This design comes from an exercise in tuning for small area, a short achievable clock period and few clock cycles on the open sky130 flow, not from production work.
The RTL was checked by simulation tests, not by an equivalence proof against the original design.
Power figures rest on the tool's default switching activity, not on a simulated workload.

build 61:
## bitrat_enc
module bitrat_enc (
    input  wire        clk,
    input  wire        rst,         
    input  wire        start,
    input  wire        prev_bit,
    input  wire [12:0] len,         
    output reg  [11:0] in_addr,
    input  wire [7:0]  in_data,
    output reg         out_we,
    output reg  [12:0] out_addr,
    output reg  [7:0]  out_data,
    output reg         busy,
    output reg         done,
    output reg  [7:0]  cmask,
    output reg  [3:0]  maskw,
    output wire [12:0] count,
    output wire        last
);
Size: about 11000 um^2 of cells after synthesis.
Settings: LEC_CHECK=0, CAP_MARGIN=20, CORE_MARGIN=2, CORE_UTILIZATION=70, SETUP_SLACK_MARGIN=2.6, SLEW_MARGIN=20, BUFFER_PORTS_ARGS=-buffer_cell sky130_fd_sc_hd__buf_1; clock period 5.0 ns.
standard.sh (not shown) runs the stock make flow with config.mk's settings and CLKGATE_MAP_FILE= SYNTH_SCRIPT=/design/flow/synth_recipe.tcl, a recipe that flattens the netlist after the stock synthesis.
==> flow/flow/run.sh <==
#!/bin/bash
# Standard layout, with the port buffers made from the smallest buffer
# (buf_1) instead of the default choice; repair may still resize them.
set -euo pipefail
echo 'export BUFFER_PORTS_ARGS = -buffer_cell sky130_fd_sc_hd__buf_1' >> config.mk
bash standard.sh finish > standard.log 2>&1
Testbench counts of build 61, summed over its fixed seeds: cycles 340,437.
## Diff of input files: build 59 against build 61
Settings: CORE_UTILIZATION changed from 70 to 80.
### Flow results
- Diff build 59..build 61 | synthesized-area fraction occupied by xor and xnor cells | unchanged
- Status: standard cell area after detailed placement parity (build 61, build 59)
- Summary of build 61 and build 59: one run falls short of a clean finish, namely build 59.
- Comparing build 61 against build 59, there is no change at all in number of clock sinks.
- Build 59 has number of placed instances with taps included below what build 61 had.
- On mux cell area share after synthesis, build 61 tracks build 59 almost exactly.
- Diff build 61 -> build 59 | die height | down by a few percent
- Build 59: worst-case setup slack after placement 380 ps below build 61
- Relative to build 61, HPWL after detailed placement increased by 990 um in build 59.
- Comparing effective utilization at floorplan for build 61 and build 59, the smaller number came from build 61.
- Compare build 61 and build 59 | final RePlAce weighted congestion higher: build 59
- Number of cell rows of build 59 falls short of that of build 61 by a few percent.
The inputs of build 14 differ from those of build 59 as listed below.
Settings: CORE_UTILIZATION now 40, was 80; ABC_CLOCK_PERIOD_IN_PS now 2000, previously not set; SETUP_SLACK_MARGIN now 2.4, was 2.6; BUFFER_PORTS_ARGS no longer set, was -buffer_cell sky130_fd_sc_hd__buf_1.
==> flow/run.sh (new file) <==
#!/bin/bash
# synth_recipe.tcl (not shown) runs the flow's synth.tcl, then flattens the netlist and writes it again
# the make line also repeats each setting of config.mk as NAME=value (left out here)
make -C /OpenROAD-flow-scripts/flow DESIGN_CONFIG=/design/flow/config.mk WORK_HOME=/design/flow/orfs CLKGATE_MAP_FILE= SYNTH_SCRIPT=/design/flow/synth_recipe.tcl finish
removed: flow/flow/run.sh
removed: flow/standard.sh
### Flow results
Looking at the reports, build 14 completed the entire flow and the layout it produced met the timing, design-rule and antenna checks. Seen in the log of build 59: GRT-0232 during 5_1_grt, after which the run never completed. Synthesized flop and latch total essentially unchanged between build 14 and build 59. [compare] base=build 59 new=build 14: number of cell rows went up about 44%, vertical extent of the die has increased, HPWL after detailed placement now sits higher, worst slack after detailed placement higher. Changes observed in build 14 relative to build 59: level count of the clock H-tree neither gained nor lost much; instance area after placement picked up an extra 6.9%; setup fix buffers added after clock tree synthesis picked up an extra 2. The run showing the greater starting density of the core is build 59.
### build 14 -> build 86
Settings: a change of SETUP_SLACK_MARGIN from 2.4 to 2.9; a change of CORE_UTILIZATION from 40 to 70; a deleted ABC_CLOCK_PERIOD_IN_PS that had been 2000; an added BUFFER_PORTS_ARGS of -buffer_cell sky130_fd_sc_hd__buf_1.
==> flow/flow/run.sh (new file) <==
#!/bin/bash
# Standard layout, with two changes: the port buffers are made from the
# smallest buffer (buf_1) instead of the default choice (repair may still
# resize them), and adders are left to ABC instead of being mapped to
# ripple chains of half/full adder cells before it.
set -euo pipefail
echo 'export BUFFER_PORTS_ARGS = -buffer_cell sky130_fd_sc_hd__buf_1' >> config.mk
echo 'export ADDER_MAP_FILE =' >> config.mk
bash standard.sh finish > standard.log 2>&1
==> flow/standard.sh (new file) <==
#!/bin/bash
# synth_recipe.tcl (not shown) runs the flow's synth.tcl, then flattens the netlist and writes it again
# the make line also repeats each setting of config.mk as NAME=value (left out here)
make -C /OpenROAD-flow-scripts/flow DESIGN_CONFIG=/design/flow/config.mk WORK_HOME=/design/flow/orfs CLKGATE_MAP_FILE= SYNTH_SCRIPT=/design/flow/synth_recipe.tcl "${@:-finish}"
removed: flow/run.sh
--- outcome ---
Run comparison: build 86 end of the critical path in_addr[6]$_DFF_P_; build 14 end of the critical path in_addr[11]$_DFFE_PP_. Changes observed in build 86 relative to build 14: total detailed-routing wirelength up about 50%; area fraction in and, or, nand and nor cells after synthesis grew by 1.7 points; tapcell count went down 151; switching share of total power went up 5.0 points; total power went up. Beginning of the critical path = st[1]$_SDFF_PP0_: build 14; beginning of the critical path = lit$_DFFE_PN_: build 86. As far as total overflow reported by the global router goes, build 86 and build 14 are indistinguishable; the numbers are identical. Per the comparison of build 86 with build 14, number of non-clock buffers in the layout up 113; cell area after placement lost 990 um^2; power dissipated by switching net loads rose by 500 uW. Diff build 86 and build 14: sequential share of layout area higher in build 14. Build 86 vs build 14 — setup slack dropped 15 ps.
Setup changes, build 86 to build 91
Settings: CORE_UTILIZATION: 70 -> 40; ABC_CLOCK_PERIOD_IN_PS: unset -> 2000; SETUP_SLACK_MARGIN: 2.9 -> 3.3; BUFFER_PORTS_ARGS: -buffer_cell sky130_fd_sc_hd__buf_1 -> unset.
==> flow/run.sh (new file) <==
#!/bin/bash
# synth_recipe.tcl (not shown) runs the flow's synth.tcl, then flattens the netlist and writes it again
# the make line also repeats each setting of config.mk as NAME=value (left out here)
make -C /OpenROAD-flow-scripts/flow DESIGN_CONFIG=/design/flow/config.mk WORK_HOME=/design/flow/orfs CLKGATE_MAP_FILE= SYNTH_SCRIPT=/design/flow/synth_recipe.tcl finish
removed: flow/flow/run.sh
removed: flow/standard.sh
Synthesized area in build 91 vs build 86: up about 2.5%. Build 91 -> build 86: number of nets with antenna violations after routing delta 0, exact match. Diff build 86 -> build 91: total die area shows an increase of about 80%; count of buffering cells on the critical path with inverters included shows a reduction of 5; final HPWL from detailed placement shows an increase of 1800 um.

separate check: timing with driven ports:
Ports are ideal in the flow. The routed layouts listed here were re-timed in OpenROAD.
Step 1 sets driving cells, clkbuf_16 on the clock port and buf_2 on the other inputs (assumed; they add their load-dependent delay and slew).
Step 2 also shifts input and output timing later by t, the mid clock arrival at the registers, as if the neighbouring blocks saw the same clock.
Slacks: ideal / step 1 / step 2; pairs: ideal / step 1.
run | shift t [ns] | slack for setup (ns) | worst setup path after step 2
build 61 | 0.480 | 2.634 / 2.634 / 2.221 | input to register
build 14 | 0.483 | 2.341 / 2.341 / 2.087 | input to register
build 86 | 0.500 | 2.326 / 2.326 / 2.152 | input to register
build 91 | 0.496 | 2.694 / 2.694 / 2.508 | input to register
After both steps setup and hold are still met in every run listed. The setup slack of build 61, which loses most, moves by 0.000 ns with the drivers and by -0.413 ns with both steps.
